This design comes from an exercise in tuning for small area, a short achievable clock period and few clock cycles on the open sky130 flow, not from production work.
Where RTL was checked, it was by simulation tests only, not by an equivalence proof against the original.
Power figures rest on the tool's default switching activity, not on a simulated workload.

## indigo
==> flow/design.v (excerpt) <==
module usbasp_seq (
    input  wire        clk,
    input  wire        rst,
    input  wire        req_valid,
    output wire        req_ready,
    input  wire [1:0]  req_kind,       
    input  wire [63:0] req_data,       
    input  wire [3:0]  req_len,        
    output reg         rsp_valid,
    output reg  [2:0]  rsp_code,
    output reg  [3:0]  rsp_len,
    output wire [63:0] rsp_data,
    output wire        tgt_valid,
    input  wire        tgt_ready,
    output reg  [4:0]  tgt_op,
    output wire [31:0] tgt_addr,
    output wire [63:0] tgt_wdata,
    output wire [3:0]  tgt_len,
    input  wire [63:0] tgt_rdata,
    input  wire        rx_evt,
    input  wire [7:0]  rx_byte,
    input  wire        tx_evt,
    output wire        line_tx_valid,
    output wire [7:0]  line_tx_data,
    output reg         chan_en,
    output reg         rx_irq_en,
    output reg         tx_irq_en,
    output reg  [15:0] cfg_baud,
    output reg  [5:0]  cfg_mode
);
Size in the first run: about 2100 cells after synthesis, ~460 flip-flops, roughly 23000 µm² of cells after synthesis.
Settings: LEC_CHECK=0, CAP_MARGIN=20, CORE_MARGIN=2, CORE_UTILIZATION=65, CTS_BUF_LIST=sky130_fd_sc_hd__clkbuf_8, CTS_CLUSTER_DIAMETER=60, CTS_CLUSTER_SIZE=16, PLACE_DENSITY=0.75, SETUP_SLACK_MARGIN=4.4, SLEW_MARGIN=20; clock period 8.0 ns.
standard.sh (not shown) runs the stock make flow with config.mk's settings and CLKGATE_MAP_FILE= SYNTH_SCRIPT=/design/flow/synth_recipe.tcl, a recipe that flattens the netlist after the stock synthesis.
==> flow/flow/run.sh <==
#!/bin/bash
set -euo pipefail
export BUFFER_PORTS_ARGS="-buffer_cell sky130_fd_sc_hd__buf_1"
bash standard.sh > standard.log 2>&1
indigo was carried through to the last stage, and its layout satisfied the timing, DRC and antenna checks.
Modified inputs, xenon compared to indigo
# indigo
export LEC_CHECK = 0
export CAP_MARGIN = 20
export CORE_MARGIN = 2
export CORE_UTILIZATION = 65
export CTS_BUF_LIST = sky130_fd_sc_hd__clkbuf_8
export CTS_CLUSTER_DIAMETER = 60
export CTS_CLUSTER_SIZE = 16
export PLACE_DENSITY = 0.75
export SETUP_SLACK_MARGIN = 4.4
export SLEW_MARGIN = 20
create_clock -name core_clock -period 8.0 [get_ports {clk}]
# xenon
export LEC_CHECK = 0
export CAP_MARGIN = 20
export CORE_MARGIN = 2
export CORE_UTILIZATION = 60
export CTS_BUF_LIST = sky130_fd_sc_hd__clkbuf_4
export CTS_CLUSTER_SIZE = 20
export PLACE_DENSITY = 0.72
export SETUP_SLACK_MARGIN = 4.3
export SLEW_MARGIN = 20
create_clock -name core_clock -period 8.0 [get_ports {clk}]
xenon closes out successfully: all stages finished, all timing, DRC and antenna checks passed.
Cmp xenon vs indigo: total iterations of the first detailed-routing run higher in xenon
Looking at sequential share of layout area, xenon sits 0.79 points below indigo.
Diff indigo -> xenon: placed instance area went up by 0.41%, clock-buffer cell count went up, delay contributed by the slowest stage of the critical path went up.
A highest-delay cell along the critical path of sky130_fd_sc_hd__a211oi_2 is what indigo shows, while sky130_fd_sc_hd__o31ai_2 belongs to xenon.
Total length of routed met2 wires in xenon is 1.2% higher than in indigo
Changes observed in xenon relative to indigo: clock period minus worst slack rose by 0.016 ns, wire length fell by 920 µm, floorplan row count rose by 4.3%, peak supply drop fell by 0.055 mV.
A endpoint of the most critical setup path of dbuf[13] is what indigo shows, while dbuf[55] belongs to xenon.
No functional check of the RTL was part of any run of this note.

Another version of the RTL of usbasp_seq (not shown whole).
Size in the first run: about 2000 cells after synthesis, roughly 360 I/O pins, about 23000 µm² of cells after synthesis.
==> flow/design.v (excerpt) <==
module usbasp_seq (
    input  wire        clk,
    input  wire        rst,
    input  wire        req_valid,
    output wire        req_ready,
    input  wire [1:0]  req_kind,       
    input  wire [63:0] req_data,       
    input  wire [3:0]  req_len,        
    output reg         rsp_valid,
    output reg  [2:0]  rsp_code,
    output reg  [3:0]  rsp_len,
    output wire [63:0] rsp_data,
    output wire        tgt_valid,
    input  wire        tgt_ready,
    output reg  [4:0]  tgt_op,
    output wire [31:0] tgt_addr,
    output wire [63:0] tgt_wdata,
    output wire [3:0]  tgt_len,
    input  wire [63:0] tgt_rdata,
    input  wire        rx_evt,
    input  wire [7:0]  rx_byte,
    input  wire        tx_evt,
    output wire        line_tx_valid,
    output wire [7:0]  line_tx_data,
    output reg         chan_en,
    output reg         rx_irq_en,
    output reg         tx_irq_en,
    output reg  [15:0] cfg_baud,
    output reg  [5:0]  cfg_mode
);
    localparam [2:0] R_REPLY = 3'd0, R_MOREPKT = 3'd1, R_DATA = 3'd2,
                     R_MORE  = 3'd3, R_DONE    = 3'd4, R_NOTREADY = 3'd5;
    localparam [4:0] E_ISP_CONNECT    = 5'd1,
                     E_ISP_DISCONNECT = 5'd2,
                     E_ISP_XFER       = 5'd3,
                     E_ISP_ENTERPROG  = 5'd4,
                     E_ISP_SETSCK     = 5'd5,
                     E_ISP_RDFLASH    = 5'd6,
                     E_ISP_RDEEPROM   = 5'd7,
                     E_ISP_WRFLASH_I  = 5'd8,
                     E_ISP_WRFLASH_P  = 5'd9,
                     E_ISP_FLUSHPAGE  = 5'd10,
                     E_ISP_WREEPROM   = 5'd11,
                     E_TPI_CONNECT    = 5'd12,
                     E_TPI_DISCONNECT = 5'd13,
                     E_TPI_RECV       = 5'd14,
                     E_TPI_SEND       = 5'd15,
                     E_TPI_RDBLOCK    = 5'd16,
                     E_TPI_WRBLOCK    = 5'd17;
  ...
==> flow/config.mk <==
export PLATFORM = sky130hd
export DESIGN_NAME = usbasp_seq
export DESIGN_NICKNAME = usbasp_seq
export VERILOG_FILES = /design/flow/design.v
export SDC_FILE = /design/flow/constraint.sdc
export NUM_CORES = 4
export LEC_CHECK = 0
export CAP_MARGIN = 20
export CORE_MARGIN = 2
export CORE_UTILIZATION = 60
export CTS_BUF_LIST = sky130_fd_sc_hd__clkbuf_8
export CTS_CLUSTER_DIAMETER = 50
export CTS_CLUSTER_SIZE = 12
export PLACE_DENSITY = 0.65
export SETUP_SLACK_MARGIN = 4.3
export SLEW_MARGIN = 20
==> flow/constraint.sdc <==
create_clock -name core_clock -period 8.0 [get_ports {clk}]
set_input_delay 1.6000 -clock core_clock [delete_from_list [all_inputs] [get_ports {clk}]]
set_output_delay 1.6000 -clock core_clock [all_outputs]
set_load 0.01 [all_outputs]
==> flow/flow/run.sh <==
#!/bin/bash
set -euo pipefail
export BUFFER_PORTS_ARGS="-buffer_cell sky130_fd_sc_hd__buf_1"
export CTS_ARGS="-sink_clustering_enable -repair_clock_nets -sink_clustering_size 12 -sink_clustering_max_diameter 50 -buf_list sky130_fd_sc_hd__clkbuf_8 -dont_use_dummy_load"
bash standard.sh > standard.log 2>&1
Testbench counts at the start, summed over its fixed seeds: cycles 23,014.
Change:
--- a/flow/config.mk
+++ b/flow/config.mk
@@ -14 +14 @@
-export PLACE_DENSITY = 0.65
+export PLACE_DENSITY = 0.72
Result: The new run finished with timing, DRC and antenna clean; sequential share of layout area stays flat; count of clock-buffer cells in the layout stays the same; clock skew rises by 0.033 ns; synthesized area stays the same; combinational power falls by about 2%.
Change:
--- a/flow/config.mk
+++ b/flow/config.mk
@@ -10 +10 @@
-export CORE_UTILIZATION = 60
+export CORE_UTILIZATION = 65
@@ -14 +14 @@
-export PLACE_DENSITY = 0.72
+export PLACE_DENSITY = 0.75
=>
- The changed run finished clean
- setup slack got worse by 0.031 ns
- critical path depth rose by 8
- design area is about the same
Change:
==> flow/flow/run.sh (replaced) <==
#!/bin/bash
set -euo pipefail
export BUFFER_PORTS_ARGS="-buffer_cell sky130_fd_sc_hd__buf_1"
export CTS_ARGS="-sink_clustering_enable -repair_clock_nets -sink_clustering_size 20 -buf_list sky130_fd_sc_hd__clkbuf_4 -dont_use_dummy_load"
bash standard.sh > standard.log 2>&1
--- a/flow/config.mk
+++ b/flow/config.mk
@@ -10,6 +10,5 @@
-export CORE_UTILIZATION = 65
-export CTS_BUF_LIST = sky130_fd_sc_hd__clkbuf_8
-export CTS_CLUSTER_DIAMETER = 50
-export CTS_CLUSTER_SIZE = 12
-export PLACE_DENSITY = 0.75
-export SETUP_SLACK_MARGIN = 4.3
+export CORE_UTILIZATION = 60
+export CTS_BUF_LIST = sky130_fd_sc_hd__clkbuf_4
+export CTS_CLUSTER_SIZE = 20
+export PLACE_DENSITY = 0.72
+export SETUP_SLACK_MARGIN = 4.45
After rerunning: Utilization came out lower by 4.8 points; non-clock buffer count came out higher by 13; total power came out higher by a few percent; worst setup slack improved by 0.017 ns; global-route usage came out lower by 1.3 points; synthesized cell count does not change.
Change:
==> flow/flow/run.sh (replaced) <==
#!/bin/bash
set -euo pipefail
export BUFFER_PORTS_ARGS="-buffer_cell sky130_fd_sc_hd__buf_1"
bash standard.sh > standard.log 2>&1
--- a/flow/config.mk
+++ b/flow/config.mk
@@ -14 +14 @@
-export SETUP_SLACK_MARGIN = 4.45
+export SETUP_SLACK_MARGIN = 4.3
After rerunning: Routed wire length came out lower by 2.5%; flip-flop and latch count is unchanged; clock power came out higher by about 25%; first-iteration DRC count grows by 2.0%; global-route usage came out lower by 1.0 points; count of clock-buffer cells in the layout rose by 40.
Change:
--- a/flow/flow/run.sh
+++ b/flow/flow/run.sh
@@ -3,0 +4 @@
+export CTS_ARGS="-sink_clustering_enable -repair_clock_nets -sink_clustering_size 16 -sink_clustering_max_diameter 55 -buf_list sky130_fd_sc_hd__clkbuf_8 -dont_use_dummy_load"
--- a/flow/config.mk
+++ b/flow/config.mk
@@ -11,2 +11,3 @@
-export CTS_BUF_LIST = sky130_fd_sc_hd__clkbuf_4
-export CTS_CLUSTER_SIZE = 20
+export CTS_BUF_LIST = sky130_fd_sc_hd__clkbuf_8
+export CTS_CLUSTER_DIAMETER = 55
+export CTS_CLUSTER_SIZE = 16
Outcome: Sequential share of layout area is higher by 1.4 points. Cell count is lower by a few percent. Fmax is lower slightly. Count of clock-buffer cells in the layout is lower by 112. Utilization is lower by 1.8 points. Flip-flop and latch count is unchanged. Routed wire length is lower slightly. Cell area is lower by a few percent. Synthesized cell count does not change. Combinational power is about the same. Total power is lower by roughly a tenth.

run A:
Starting RTL as in the previous note.
Settings: LEC_CHECK=0, CAP_MARGIN=20, CORE_MARGIN=2, CORE_UTILIZATION=60, CTS_BUF_LIST=sky130_fd_sc_hd__clkbuf_4, CTS_CLUSTER_SIZE=20, PLACE_DENSITY=0.72, SETUP_SLACK_MARGIN=4.3, SLEW_MARGIN=20; clock period 8.0 ns.
==> flow/flow/run.sh <==
#!/bin/bash
set -euo pipefail
export BUFFER_PORTS_ARGS="-buffer_cell sky130_fd_sc_hd__buf_1"
export CTS_ARGS="-sink_clustering_enable -repair_clock_nets -sink_clustering_size 20 -buf_list sky130_fd_sc_hd__clkbuf_4 -dont_use_dummy_load"
bash standard.sh > standard.log 2>&1
Run A: all stages complete, timing, DRC and antenna checks passed
Testbench counts of run A, summed over its fixed seeds: cycles 23,014.
diff inputs: run A => run B
# run A
export LEC_CHECK = 0
export CAP_MARGIN = 20
export CORE_MARGIN = 2
export CORE_UTILIZATION = 60
export CTS_BUF_LIST = sky130_fd_sc_hd__clkbuf_4
export CTS_CLUSTER_SIZE = 20
export PLACE_DENSITY = 0.72
export SETUP_SLACK_MARGIN = 4.3
export SLEW_MARGIN = 20
create_clock -name core_clock -period 8.0 [get_ports {clk}]
# run B
export LEC_CHECK = 0
export CAP_MARGIN = 20
export CORE_MARGIN = 2
export CORE_UTILIZATION = 60
export CTS_BUF_LIST = sky130_fd_sc_hd__clkbuf_4
export CTS_CLUSTER_SIZE = 20
export PLACE_DENSITY = 0.72
export SETUP_SLACK_MARGIN = 4.3
export SLEW_MARGIN = 20
export TNS_END_PERCENT = 30
create_clock -name core_clock -period 8.0 [get_ports {clk}]
Findings:
- Highest ir drop seen on vdd came out lower on run B than on run A.
- Compared with run A, run B shows a lower signed area change from the synthesized netlist to the final layout.
- On clock transition at the register clock pins on the worst setup and hold paths after CTS, run A and run B are basically level.

static timing again, ports no longer ideal:
In the flow no input, the clock included, has a driving cell. The finished layouts below were timed again as built, in two steps.
Step 1 (the two cells are an assumption about what drives the block):
set clk [get_ports {clk}]
set_driving_cell -lib_cell sky130_fd_sc_hd__clkbuf_16 $clk
set_driving_cell -lib_cell sky130_fd_sc_hd__buf_2 [delete_from_list [all_inputs] $clk]
Step 2 also shifts input and output timing later by t, the mid clock arrival at the registers, as if the neighbouring blocks saw the same clock.
Slacks: ideal / step 1 / step 2; pairs: ideal / step 1.
run | shift t [ns] | setup WS [ns] | hold slack, ns | worst setup path at the end
indigo | 0.677 | 4.341 / 4.361 / 3.684 | 0.446 / 0.446 / 0.446 | input to register
xenon | 0.889 | 4.325 / 4.342 / 3.452 | 0.430 / 0.430 / 0.430 | input to register
the first run of note 2 | 0.679 | 4.276 / 4.293 / 3.614 | 0.451 / 0.451 / 0.451 | input to register
the second run of note 2 | 0.667 | 4.366 / 4.335 / 3.714 | 0.417 / 0.417 / 0.417 | input to register
the third run of note 2 | 0.664 | 4.336 / 4.336 / 3.686 | 0.425 / 0.425 / 0.425 | input to register
the fourth run of note 2 | 0.844 | 4.353 / 4.372 / 3.528 | 0.439 / 0.439 / 0.439 | input to register
the fifth run of note 2 | 0.857 | 4.353 / 4.308 / 3.451 | 0.439 / 0.439 / 0.439 | input to register
the sixth run of note 2 | 0.664 | 4.320 / 4.339 / 3.679 | 0.422 / 0.422 / 0.422 | input to register
run A | 0.828 | 4.371 / 4.337 / 3.557 | 0.432 / 0.432 / 0.432 | input to register
run B | 0.840 | 4.239 / 4.212 / 3.373 | 0.427 / 0.427 / 0.427 | input to register
After both steps setup and hold are still met in every run listed. For the fifth run of note 2, which loses most, drivers alone change the setup slack by -0.045 ns; drivers and shift together by -0.902 ns.
